This design comes from an exercise in tuning for small area, a short achievable clock period and few clock cycles on the open sky130 flow, not from production work. No run shown here included a check of the RTL's function; only the layout flow was run. Power figures rest on the tool's default switching activity, not on a simulated workload.

==> design/flow/design.v <==
module lz11_dec (
    input  wire        clk,
    input  wire        rst,         
    input  wire        start,       
    input  wire [23:0] ilen,        
    output wire        idle,
    output wire        done,        
    output wire [3:0]  err,         
    input  wire        in_valid,
    input  wire [7:0]  in_data,
    output wire        in_ready,
    output wire        out_valid,
    output wire [7:0]  out_data,
    input  wire        out_ready,
    output wire        hist_re,
    output wire [11:0] hist_raddr,
    input  wire [7:0]  hist_rdata,
    output wire        hist_we,
    output wire [11:0] hist_waddr,
    output wire [7:0]  hist_wdata
);
    localparam [4:0] S_IDLE = 5'd0,
                     S_H0   = 5'd1,    
                     S_H1   = 5'd2,
                     S_H2   = 5'd3,
                     S_H3   = 5'd4,
                     S_X0   = 5'd5,    
                     S_X1   = 5'd6,
                     S_X2   = 5'd7,
                     S_X3   = 5'd8,
                     S_MAIN = 5'd9,    
                     S_B23  = 5'd10,   
                     S_B24  = 5'd11,   
                     S_B34  = 5'd12,   
                     S_LAST = 5'd13,   
                     S_CHK  = 5'd14,   
                     S_COPY = 5'd15,   
                     S_DONE = 5'd16;
    reg [4:0]  state;
    reg [23:0] remain;       
    reg        rz;           
    reg [31:0] left;         
    reg [11:0] wp;           
    reg        wrapped;      
    reg [8:0]  flags;        
    reg [16:0] cnt;          
    reg [3:0]  dhi;          
    reg        f3, f4;       
    reg [11:0] rp;           
    reg        d1;           
    reg        bad;          
    reg        lastc;        
    reg [1:0]  ecode;        
    reg        o_idle, o_done, o_copy, o_chk, o_lit, o_rdy, o_more;
    assign idle       = o_idle;
    assign done       = o_done;
    assign err        = {2'b00, ecode};
    assign in_ready   = o_rdy | (o_lit & out_ready);
    assign out_valid  = o_copy | (o_lit & in_valid);
    assign out_data   = o_copy ? hist_rdata : in_data;
    assign hist_we    = (o_copy | (o_lit & in_valid)) & out_ready;
    assign hist_waddr = wp;
    assign hist_wdata = out_data;
    assign hist_re    = o_chk | (o_more & out_ready);
    assign hist_raddr = rp;
    wire take = in_valid & in_ready;
    wire emit = hist_we;
    wire fl_empty = (flags[7:0] == 8'd0);
    wire is_ref   = flags[8];
    wire left_hi0 = (left[31:2] == 30'd0);
    wire left_one = left_hi0 & ~left[1] & left[0];
    wire left_two = left_hi0 & left[1] & ~left[0];
    wire cnt_hi0  = (cnt[16:1] == 16'd0);
    wire cnt_zero = cnt_hi0 & ~cnt[0];
    wire cnt_one  = cnt_hi0 & cnt[0];
    wire [11:0] field = {dhi, in_data};
    wire [12:0] diff  = {1'b0, wp} + {1'b1, ~field};    
    reg [4:0]  n_state;
    reg [23:0] n_remain;
    reg        n_rz;
    reg [31:0] n_left;
    reg [11:0] n_wp;
    reg        n_wrapped;
    reg [8:0]  n_flags;
    reg [16:0] n_cnt;
    reg [3:0]  n_dhi;
    reg        n_f3, n_f4;
    reg [11:0] n_rp;
    reg        n_d1, n_bad, n_lastc;
    reg [1:0]  n_ecode;
    always @(*) begin
        n_state   = state;
        n_remain  = remain;
        n_rz      = rz;
        n_left    = left;
        n_wp      = wp;
        n_wrapped = wrapped;
        n_flags   = flags;
        n_cnt     = cnt;
        n_dhi     = dhi;
        n_f3      = f3;
        n_f4      = f4;
        n_rp      = rp;
        n_d1      = d1;
        n_bad     = bad;
        n_lastc   = lastc;
        n_ecode   = ecode;
        if (take) begin
            n_remain = remain - 24'd1;
            n_rz     = (remain == 24'd1);
        end
        if (emit) begin
            n_left    = left - 32'd1;
            n_wp      = wp + 12'd1;
            n_wrapped = wrapped | (wp == 12'hfff);
        end
        if (hist_re)
            n_rp = rp + 12'd1;
        case (state)
            S_IDLE: begin
                if (start) begin
                    n_remain  = ilen;
                    n_rz      = (ilen == 24'd0);
                    n_left    = 32'd0;
                    n_wp      = 12'd0;
                    n_wrapped = 1'b0;
                    n_flags   = 9'h100;
                    n_state   = S_H0;
                end
            end
            S_H0: begin
                if (remain[23:2] == 22'd0) begin
                    n_ecode = 2'b11; n_state = S_DONE;
                end else if (in_valid) begin
                    if (in_data != 8'h11) begin
                        n_ecode = 2'b10; n_state = S_DONE;
                    end else
                        n_state = S_H1;
                end
            end
            S_H1: if (in_valid) begin n_left[7:0]  = in_data; n_state = S_H2; end
            S_H2: if (in_valid) begin n_left[15:8] = in_data; n_state = S_H3; end
            S_H3: if (in_valid) begin
                n_left[23:16] = in_data;
                n_state = ({in_data, left[15:0]} == 24'd0) ? S_X0 : S_MAIN;
            end
            S_X0, S_X1, S_X2, S_X3: begin
                if (rz) begin
                    n_ecode = 2'b11; n_state = S_DONE;
                end else if (in_valid) begin
                    case (state)
                        S_X0: begin n_left[7:0]   = in_data; n_state = S_X1; end
                        S_X1: begin n_left[15:8]  = in_data; n_state = S_X2; end
                        S_X2: begin n_left[23:16] = in_data; n_state = S_X3; end
                        default: begin
                            n_left[31:24] = in_data;
                            if ({in_data, left[23:0]} == 32'd0) begin
                                n_ecode = 2'b00; n_state = S_DONE;
                            end else
                                n_state = S_MAIN;
                        end
                    endcase
                end
            end
            S_MAIN: begin
                if (rz) begin
                    n_ecode = 2'b11; n_state = S_DONE;
                end else if (fl_empty) begin
                    if (in_valid) n_flags = {in_data, 1'b1};
                end else if (!is_ref) begin
                    if (in_valid && out_ready) begin
                        n_flags = {flags[7:0], 1'b0};
                        if (left_one) begin
                            n_ecode = 2'b00; n_state = S_DONE;
                        end
                    end
                end else if (in_valid) begin
                    n_flags = {flags[7:0], 1'b0};
                    n_f3 = (in_data[7:4] == 4'h0);
                    n_f4 = (in_data[7:4] == 4'h1);
                    if (in_data[7:5] == 3'd0) begin
                        n_cnt   = {9'd0, in_data[3:0], 4'd0};
                        n_state = in_data[4] ? S_B24 : S_B23;
                    end else begin
                        n_cnt   = {13'd0, in_data[7:4]};
                        n_dhi   = in_data[3:0];
                        n_state = S_LAST;
                    end
                end
            end
            S_B23: if (rz) begin
                n_ecode = 2'b11; n_state = S_DONE;
            end else if (in_valid) begin
                n_cnt[3:0] = in_data[7:4];
                n_dhi      = in_data[3:0];
                n_state    = S_LAST;
            end
            S_B24: if (rz) begin
                n_ecode = 2'b11; n_state = S_DONE;
            end else if (in_valid) begin
                n_cnt[11:0] = {cnt[7:4], in_data};
                n_state     = S_B34;
            end
            S_B34: if (rz) begin
                n_ecode = 2'b11; n_state = S_DONE;
            end else if (in_valid) begin
                n_cnt[15:0] = {cnt[11:0], in_data[7:4]};
                n_dhi       = in_data[3:0];
                n_state     = S_LAST;
            end
            S_LAST: if (rz) begin
                n_ecode = 2'b11; n_state = S_DONE;
            end else if (in_valid) begin
                n_cnt[16:4] = cnt[16:4] + (f4 ? 13'h11 : f3 ? 13'h1 : 13'h0);
                n_rp    = diff[11:0];
                n_bad   = !wrapped && diff[12];
                n_d1    = (field == 12'd0);
                n_state = S_CHK;
            end
            S_CHK: begin
                if (take) n_flags = {in_data, 1'b1};       
                n_lastc = cnt_zero || left_one;
                if (bad) begin
                    n_ecode = 2'b10; n_state = S_DONE;
                end else
                    n_state = S_COPY;
            end
            S_COPY: begin
                if (take) n_flags = {in_data, 1'b1};       
                if (out_ready) begin
                    n_cnt   = cnt - 17'd1;
                    n_lastc = cnt_one || left_two;
                    if (lastc)
                        n_state = left_one ? S_DONE : S_MAIN;
                    if (left_one)
                        n_ecode = 2'b00;
                end
            end
            S_DONE: n_state = S_IDLE;
            default: n_state = S_IDLE;
        endcase
        if (rst)
            n_state = S_IDLE;
    end
    wire n_fl_empty = (n_flags[7:0] == 8'd0);
    wire n_main     = (n_state == S_MAIN);
    wire n_hdr      = (n_state == S_H1) || (n_state == S_H2) || (n_state == S_H3);
    wire n_fetch    = (n_state == S_X0) || (n_state == S_X1) || (n_state == S_X2) ||
                      (n_state == S_X3) || (n_state == S_B23) || (n_state == S_B24) ||
                      (n_state == S_B34) || (n_state == S_LAST);
    wire n_h0ok     = (n_state == S_H0) && (n_remain[23:2] != 22'd0);
    wire n_pref     = ((n_state == S_CHK) || (n_state == S_COPY)) && n_fl_empty;
    always @(posedge clk) begin
        state   <= n_state;
        remain  <= n_remain;
        rz      <= n_rz;
        left    <= n_left;
        wp      <= n_wp;
        wrapped <= n_wrapped;
        flags   <= n_flags;
        cnt     <= n_cnt;
        dhi     <= n_dhi;
        f3      <= n_f3;
        f4      <= n_f4;
        rp      <= n_rp;
        d1      <= n_d1;
        bad     <= n_bad;
        lastc   <= n_lastc;
        ecode   <= n_ecode;
        o_idle  <= (n_state == S_IDLE) || (n_state == S_DONE);
        o_done  <= (n_state == S_DONE);
        o_copy  <= (n_state == S_COPY);
        o_chk   <= (n_state == S_CHK);
        o_lit   <= n_main && !n_rz && !n_fl_empty && !n_flags[8];
        o_rdy   <= n_hdr || n_h0ok ||
                   (!n_rz && (n_fetch || (n_main && (n_fl_empty || n_flags[8])) || n_pref));
        o_more  <= (n_state == S_COPY) && !n_lastc && !n_d1;
    end
endmodule
==> design/flow/run.sh <==
#!/bin/bash
# synth_recipe.tcl (not shown) runs the flow's synth.tcl, then flattens the netlist and writes it again
# the make line also repeats each setting of config.mk as NAME=value (left out here)
make -C /OpenROAD-flow-scripts/flow DESIGN_CONFIG=/design/flow/config.mk WORK_HOME=/design/flow/orfs CLKGATE_MAP_FILE= SYNTH_SCRIPT=/design/flow/synth_recipe.tcl finish
==> design/flow/config.mk <==
export PLATFORM = sky130hd
export DESIGN_NAME = lz11_dec
export DESIGN_NICKNAME = lz11_dec
export VERILOG_FILES = /design/flow/design.v
export SDC_FILE = /design/flow/constraint.sdc
export NUM_CORES = 4
export LEC_CHECK = 0
export CAP_MARGIN = 20
export CORE_MARGIN = 2
export CORE_UTILIZATION = 40
export PLACE_DENSITY = 0.6
export SETUP_SLACK_MARGIN = 2.2
export SLEW_MARGIN = 20
==> design/flow/constraint.sdc <==
create_clock -name core_clock -period 5.0 [get_ports {clk}]
set_input_delay 1.0000 -clock core_clock [delete_from_list [all_inputs] [get_ports {clk}]]
set_output_delay 1.0000 -clock core_clock [all_outputs]
set_load 0.01 [all_outputs]
==> impl_results.md, run 1 <==
* Status: no timing/DRC/antenna violations
* Synthesized instance count at approximately 1200
* Yosys top cell by area: dfxtp_1
* Total global routing overflow at 0
* Least-Margin Pin Slew at around 0.84 ns
* Site Rows at 54
* # nets final at about 1400
* Vias in the first global route at between 9000 and 10000
* Htree depth at 4
* Synth cell types at 76
* FF-to-FF End: o_rdy
* Worst-path cell chain: or4_4 > or4_4 > o41a_1 > or3_4 > nor4_4 > nor2_2 > o22a_1 > o22a_1 > o221ai_1
* Final GP Congestion at ~1
* Hold Path Depth at 2
* Detailed placement HPWL at roughly 22 mm
* Via density at 5.96
* Peak supply drop at between 0.2 and 0.25 mV
* Pre-CTS setup slack at about 0.58 ns
* Num Clock Sinks at 131
* Crit path kind: flip-flop to flip-flop
* Hold EP: wp[7]
* Largest cells by area after synthesis: dfxtp_1 23%, edfxtp_1 8.7%, o21ai_0 6.4%
* Critical Path End Type: flip-flop
* Die H at 154 um
* Worst Path Arrival at ~3.5 ns
* Area of the multi-input gates at 6220 sq um
* Synth Area per Inst at between 7 and 8 sq um
* Top cells by count, synth: 143 x nand2_1, 116 x o21ai_0, 108 x nor2_1
* Yosys warns at 1
* Final Setup Violations at 0
* Buffers added on ports at about 90
* Area delta synth->final at 30.2%
* Delay-heaviest family, CP: simple AND/OR/NAND/NOR gates
* Worst stage delay on the critical path at roughly 0.56 ns
* Clk latency of the worst-skew pair at ~0.43 ns
* R2R Path Start: remain[3]
* Seq cells post-synth at 131
* Pwr Density at approximately 250 nW/um^2
* Maximum clock rate at 319 MHz
* Die width at 154 um
* Antenna violations before repair at 0
* Largest net degree at the start of global routing at 54
* Post-synth top area share at 0.233
* First-pass GRT wire length at 49.2 mm
* Root Buffer: clkbuf_16
* Crit-path slowest cell: or4_4
* CP required at around 5.4 ns
* Final period util at 0.628
* Ratio of cells with drive above 1 in the final layout at 0.200
* Final Hold Fails at 0
* Max Transition Viols Final at 0
* Final worst slack at roughly 1.9 ns
* Deepest clock path buffer count at 2
* Final setup skew at approximately 0.013 ns
* Routed WL at between 30 and 40 mm
* Num CTS Buffers at 17
* Top-count cell post-synth: nand2_1
* Worst-path maximum fanout at 4
* Crit path time final at ~3.1 ns
* Antenna diodes at 0
* Hold slack at between 0.5 and 0.6 ns
* WP buf/inv at 0
* Post-Syn Area at 9000 sq um
* Post-synth EDFFs at 26
* Sequential area share after synthesis at 0.320
* R2r setup slk at around 1.9 ns
* Fraction of registers with async set/reset at 0
* Pleak at roughly 4.5 nW
* Max-Cap Viols at 0
* Slew HR at 0.435
* Antenna viol nets, final at 0
* R2R depth at 9
* Min-delay src: wp[7]
* DR vias at between 9000 and 10000
* Pre-antenna DRT Iters at 6
* Prevailing post-synth register cell: dfxtp_1
* Storage cell area at 2900 sq um
* Worst min path class: flip-flop to flip-flop
* Final Util at 0.534
* Die Footprint at about 24000 sq um
* CTS tree: done
* Total core area at roughly 22000 sq um
* CTS clk-pin slew, worst paths at 0.07 ns
* RSZ-0062 raised after global routing: yes
* Crit path launch type: flip-flop
* Gr usage total at 0.258
* DRT iter0 DRCs at 876
* IO Count at between 90 and 100
* Sum Neg Setup Slack at 0 ns
* Initial Utilization at 0.410
* Fill cell count at between 2000 and 2500
* WL per Instance at a little under 20 um
* # DRC at 0
==> metal layers <==
metal / wire length (um) / track usage
met3: 1920 / 0.0493
met2: 14700 / 0.421
met4: 1080 / 0.109
met1: 13300 / 0.335
met5: 0 / 0
==> tightest hold or removal path, cell delays in order, from the launching register on <==
cell and delay (ns):
dfxtp_1 0.34, o21ai_0 0.08, a21oi_1 0.06
==> power breakdown <==
group / switching [mW] / leakage, nW / internal [mW]
Sequential: 0.0654 / 1.11 / 1.13
Combinational: 0.304 / 3.06 / 0.243
Clock: 0.539 / 0.281 / 0.706
Total: 0.909 / 4.45 / 2.08
==> placed cells by master, fill, tap and decap left out, drive strengths merged, types with 11 or more instances in the layout <==
master,netlist,final
nand2,143,143
o21ai,118,118
nor2,109,109
dfxtp,105,105
buf,14,98
xnor2,63,63
a21oi,61,61
clkdlybuf4s50,0,57
nor4,46,46
nor3,45,45
nand3,42,42
inv,32,37
xor2,32,32
edfxtp,26,26
ha,22,22
clkbuf,62,20
nand4,18,18
or2,18,18
or3,16,16
a31oi,15,15
and3,14,14
or4,12,13
a21o,11,11
and2,11,11
==> repair_timing <==
action | CTS | global route
setup endpoints to repair | 116 | 61
pin swaps | 32 | 34
setup buffers | 41 | 8
hold buffers | 0 | 0
gates resized for setup | 190 | 59
gates cloned | 1 | 0
==> through the flow <==
step	instances	area [sq um]	total power, mW
floorplan	1183	9240	1.49
global placement	1505	10300	1.66
detailed placement	1505	10300	1.66
CTS	1579	11400	2.96
global route	1587	11700	3.08
finish	1587	11700	2.99
==> sequential cells by signal, indices dropped and copies added, names as in the netlist, 2 cells and up <==
| signal | flops |
|---|---|
| left | 32 |
| remain | 24 |
| cnt | 17 |
| rp | 12 |
| wp | 12 |
| flags | 9 |
| state | 5 |
| dhi | 4 |
| ecode | 2 |
==> worst max-delay path by stage <==
stage | startpoint | to | slack [ns] | cells past startpoint
finish | remain[3] | o_rdy | 1.86 | 9
global route | remain[3] | o_rdy | 1.77 | 10
CTS | remain[5] | o_rdy | 1.79 | 9
detailed placement | in_data[5] | o_idle | 0.58 | 10
global placement | in_data[5] | o_idle | 0.58 | 10
floorplan | in_data[0] | bad | 1.87 | 13
==> area by class of cell <==
cell class | instances | share of cell area
multi-input cells | 944 | 0.531
clock inverters | 13 | 0.0105
repair buffers | 167 | 0.131
inverters | 33 | 0.0120
well taps | 280 | 0.0299
clock buffers | 19 | 0.0378
flip-flops and latches | 131 | 0.248
==> cell families after synthesis <==
kind of cell | after synthesis | synth area share
AND/OR/NAND/NOR | 514 | 0.286
AO/OA/AOI/OAI | 303 | 0.212
flip-flops | 131 | 0.320
buffers and inverters | 109 | 0.0496
XOR/XNOR | 95 | 0.0924
adder cells (fa/ha/maj) | 23 | 0.0328
multiplexers | 6 | 0.00667
other | 1 | 0.000417
==> run 2: changes to the inputs <==
--- a/design/flow/config.mk
+++ b/design/flow/config.mk
@@ -11,3 +11,3 @@
 export PLACE_DENSITY = 0.6
-export SETUP_SLACK_MARGIN = 2.2
+export SETUP_SLACK_MARGIN = 2.5
 export SLEW_MARGIN = 20
==> run 2 against run 1 <==
Net effect:
- sequential share of layout area shrank 2.1 points
- critical path type unchanged
- area after synthesis is the same
- clock skew shrank 0.0011 ns
- cell count rose by 4.0%
- die area unchanged
- setup slack worse by 0.038 ns
- core utilization is 5.1 points higher
==> impl_results.md, run 2 <==
* Top cells by count, synth: 143 x nand2_1, 116 x o21ai_0, 108 x nor2_1
* Max-Cap Viols at 0 (unchanged)
* Final Setup Violations at 0 (unchanged)
* Critical path endpoint: o_rdy
* Total core area at 22000 sq um (unchanged)
* Commonest non-fill, non-tap cell in the layout: nand2_1
* Pre-antenna DRT Iters at 6 (unchanged)
* Length of routed wiring on met1 at 13.6 mm (+2.2%)
* Largest cells by area after synthesis: dfxtp_1 23%, edfxtp_1 8.7%, o21ai_0 6.4%
* Seq cells post-synth at 131 (unchanged)
* Wire length on met2 at 15.7 mm (+6.5%)
* Ratio of cells with drive above 1 in the final layout at 0.269 (+0.0695)
* RSZ-0062 raised after global routing: yes
* R2R depth at 10 (+1)
* Yosys warns at 1 (unchanged)
* Routed WL at 32.5 mm (+4.7%)
* Final worst slack at 1.82 ns (-0.0377 ns)
* Worst min path class: flip-flop to flip-flop
* Synth cell types at 76 (unchanged)
* Yosys top cell by area: dfxtp_1
* CTS tree: done
* Die Footprint at 23700 sq um (unchanged)
* Buffers added on ports at 92 (unchanged)
* Largest net degree at the start of global routing at 33 (-39%)
* Met3 Wirelength at 2.33 mm (+21%)
* Htree depth at 4 (unchanged)
* DR top layer: met4
* Final Total Pwr at 3.01 mW (+0.79%)
* Total global routing overflow at 0 (unchanged)
* Final GP Congestion at 0.993 (+0.28%)
* Gr usage total at 0.269 (+0.0111)
* Comb power frac at 0.207 (+0.024)
* Via density at 5.99 (+0.49%)
* Max Transition Viols Final at 0 (unchanged)
* Crit path time final at 3.18 ns (+0.0377 ns)
* Critical Path End Type: flip-flop
* Biggest register: left
* Final period util at 0.635 (+0.00753)
* Sw frac at 0.303 (-0.00144)
* Fraction of registers with async set/reset at 0 (unchanged)
* CP required at 5.35 ns (about the same)
* Post-synth EDFFs at 26 (unchanged)
* Least-Margin Pin Slew at 0.960 ns (+0.121 ns)
* Root Buffer: clkbuf_16
* R2r setup slk at 1.82 ns (-0.04 ns)
* FF-to-FF End: o_rdy
* Die H at 154 um (unchanged)
* Regs by FF count: left (32), remain (24), cnt (17)
* Peak supply drop at 0.187 mV (-16%)
* CTS Hold Buffers Added at 0 (unchanged)
* Maximum clock rate at 315 MHz (-1.2%)
* Die width at 154 um (unchanged)
* Sequential area share after synthesis at 0.320 (unchanged)
* Synthesized instance count at 1182 (unchanged)
* Clk pwr share at 0.397 (-0.020)
* Deepest clock path buffer count at 2 (unchanged)
* Status: no timing/DRC/antenna violations
* IO Count at 95 (unchanged)
* Antenna violations before repair at 0 (unchanged)
* Post-synth top area share at 0.233 (unchanged)
* Pre-CTS setup slack at 0.646 ns (+0.0699 ns)
* Switch Pwr at 911 uW (+0.31%)
* Vias in the first global route at 9381 (+3.3%)
* Antenna diodes at 0 (unchanged)
* Detailed placement HPWL at 21.5 mm (-1.1%)
* DR vias at 9895 (+4.5%)
* Pwr Density at 235 nW/um^2 (-8.0%)
* Fill cell count at 1894 (-9.6%)
* CTS clk-pin slew, worst paths at 0.06 ns (about the same)
* Num Clock Sinks at 131 (unchanged)
* Synth Area per Inst at 7.62 sq um (unchanged)
* Top-count cell post-synth: nand2_1
* # nets final at 1428 (+4.8%)
* Site Rows at 54 (unchanged)
* Int Pwr at 2.10 mW (+1.0%)
* First-pass GRT wire length at 51.0 mm (+3.8%)
* Worst Path Arrival at 3.53 ns (+0.04 ns)
* # DRC at 0 (unchanged)
* Final Hold Fails at 0 (unchanged)
* DRT iter0 DRCs at 1017 (+16%)
* Initial Utilization at 0.410 (unchanged)
* Worst-path maximum fanout at 32 (+28)
* Slew HR at 0.358 (-0.0762)
* Sum Neg Setup Slack at 0 ns (unchanged)
* Post-Syn Area at 9000 sq um (unchanged)
* Crit path launch type: flip-flop
* Pleak at 4.90 nW (+10%)
* Num CTS Buffers at 17 (unchanged)
* Most frequent cells in the layout: 127 x nand2_1, 98 x buf_4, 95 x nor2_1
* Prevailing post-synth register cell: dfxtp_1
* Antenna viol nets, final at 0 (unchanged)
* R2R Path Start: state[0]
* Clk latency of the worst-skew pair at 0.43 ns (about the same)
* CP Launch Point: state[0]
* Sequential power share at 0.395 (-0.005)
* Hold Path Depth at 2 (unchanged)
* Max reg flops at 32 (unchanged)
* Final setup skew at 0.0121 ns (-0.00108 ns)
* Area delta synth->final at 42.6%
* Crit path kind: flip-flop to flip-flop
* WL per Instance at 19.7 um (+0.62%)
==> run 2: worst min-delay path by stage <==
stage / from / to
6_report: wrapped / wrapped
5_1_grt: wp[7] / wp[7]
4_1_cts: wrapped / wrapped
3_5_place_dp: wrapped / wrapped
3_3_place_gp: wrapped / wrapped
2_1_floorplan: d1 / d1
==> run 2: routing by layer <==
metal  vias up  GRT usage
met4         0     0.0979
met2       413      0.448
li1       4669          -
met3        78     0.0482
met5         -          0
met1      4735      0.351
==> run 2: kinds of logic (layout without fill, tap and decap cells) <==
group	count (synthesis)	count (layout)	synth area share
AND/OR/NAND/NOR	514	516	0.286
AO/OA/AOI/OAI	303	303	0.212
flip-flops	131	131	0.320
buffers and inverters	109	295	0.0496
XOR/XNOR	95	95	0.0924
adder cells (fa/ha/maj)	23	23	0.0328
multiplexers	6	6	0.00667
other	1	2	0.000417
==> run 2: critical path: stages, from the launching register on <==
cell	delay, ns
dfxtp_1	0.33
buf_8	0.19
or2_4	0.31
a21oi_2	0.21
nand2b_1	0.21
a21oi_1	0.09
o32a_1	0.38
a2111o_1	0.44
or4_1	0.53
o22a_1	0.21
o221ai_1	0.17
==> run 2: metrics by stage <==
stage          std cells  utilization  area, sq um  hold WS [ns]
6_report            1651        0.585        12800         0.520
3_3_place_gp        1501        0.478        10500         0.493
4_1_cts             1626        0.562        12300         0.528
5_1_grt             1651        0.585        12800         0.569
3_5_place_dp        1501        0.478        10500         0.490
2_1_floorplan       1183            -         9540         0.435
==> run 2: final cells by class <==
class / count / area [sq um] / area share
clock inverters: 12 / 110 / 0.00858
flip-flops and latches: 131 / 2910 / 0.227
clock buffers: 18 / 429 / 0.0334
repair buffers: 232 / 2300 / 0.179
inverters: 33 / 176 / 0.0137
multi-input cells: 945 / 6560 / 0.511
well taps: 280 / 350 / 0.0273
==> run 2: power groups by stage <==
stage | combinational [mW] | sequential (mW) | clock (mW)
2_1_floorplan | 0.319 | 1.19 | 0
3_3_place_gp | 0.465 | 1.21 | 0
3_5_place_dp | 0.465 | 1.20 | 0
4_1_cts | 0.579 | 1.19 | 1.20
5_1_grt | 0.670 | 1.20 | 1.25
6_report | 0.625 | 1.19 | 1.20
==> run 2: repair_timing <==
item | 4_1_cts | 5_1_grt
gates cloned | 3 | 0
pin swaps | 62 | 42
resized for setup | 319 | 76
endpoints found under the hold margin | 0 | 0
endpoints found under the setup margin | 153 | 89
buffers inserted | 92 | 25

separate check: timing with driven ports:
Ports are ideal in the flow. The routed layouts listed here were re-timed in OpenROAD.
Step 1 sets driving cells, clkbuf_16 on the clock port and buf_2 on the other inputs (assumed; they add their load-dependent delay and slew).
Step 2 adds t to the input delays and takes it off the output delays; t is the mean of the earliest and latest rising clock arrival at the registers after step 1. Input paths then give back, and output paths get back, about the clock's delay inside the block.
a / b / c = no drivers / after step 1 / after step 2; a / b = the first two.
run | t, ns | slack for setup (ns) | worst setup path after step 2 | worst register clock-pin slew, ns
run 1 | 0.476 | 1.861 / 1.861 / 1.523 | input to register | 0.07 / 0.07
run 2 | 0.476 | 1.823 / 1.823 / 1.452 | input to register | 0.06 / 0.06
After both steps setup and hold are still met in every run listed. The setup slack of run 2, which loses most, moves by 0.000 ns with the drivers and by -0.371 ns with both steps.
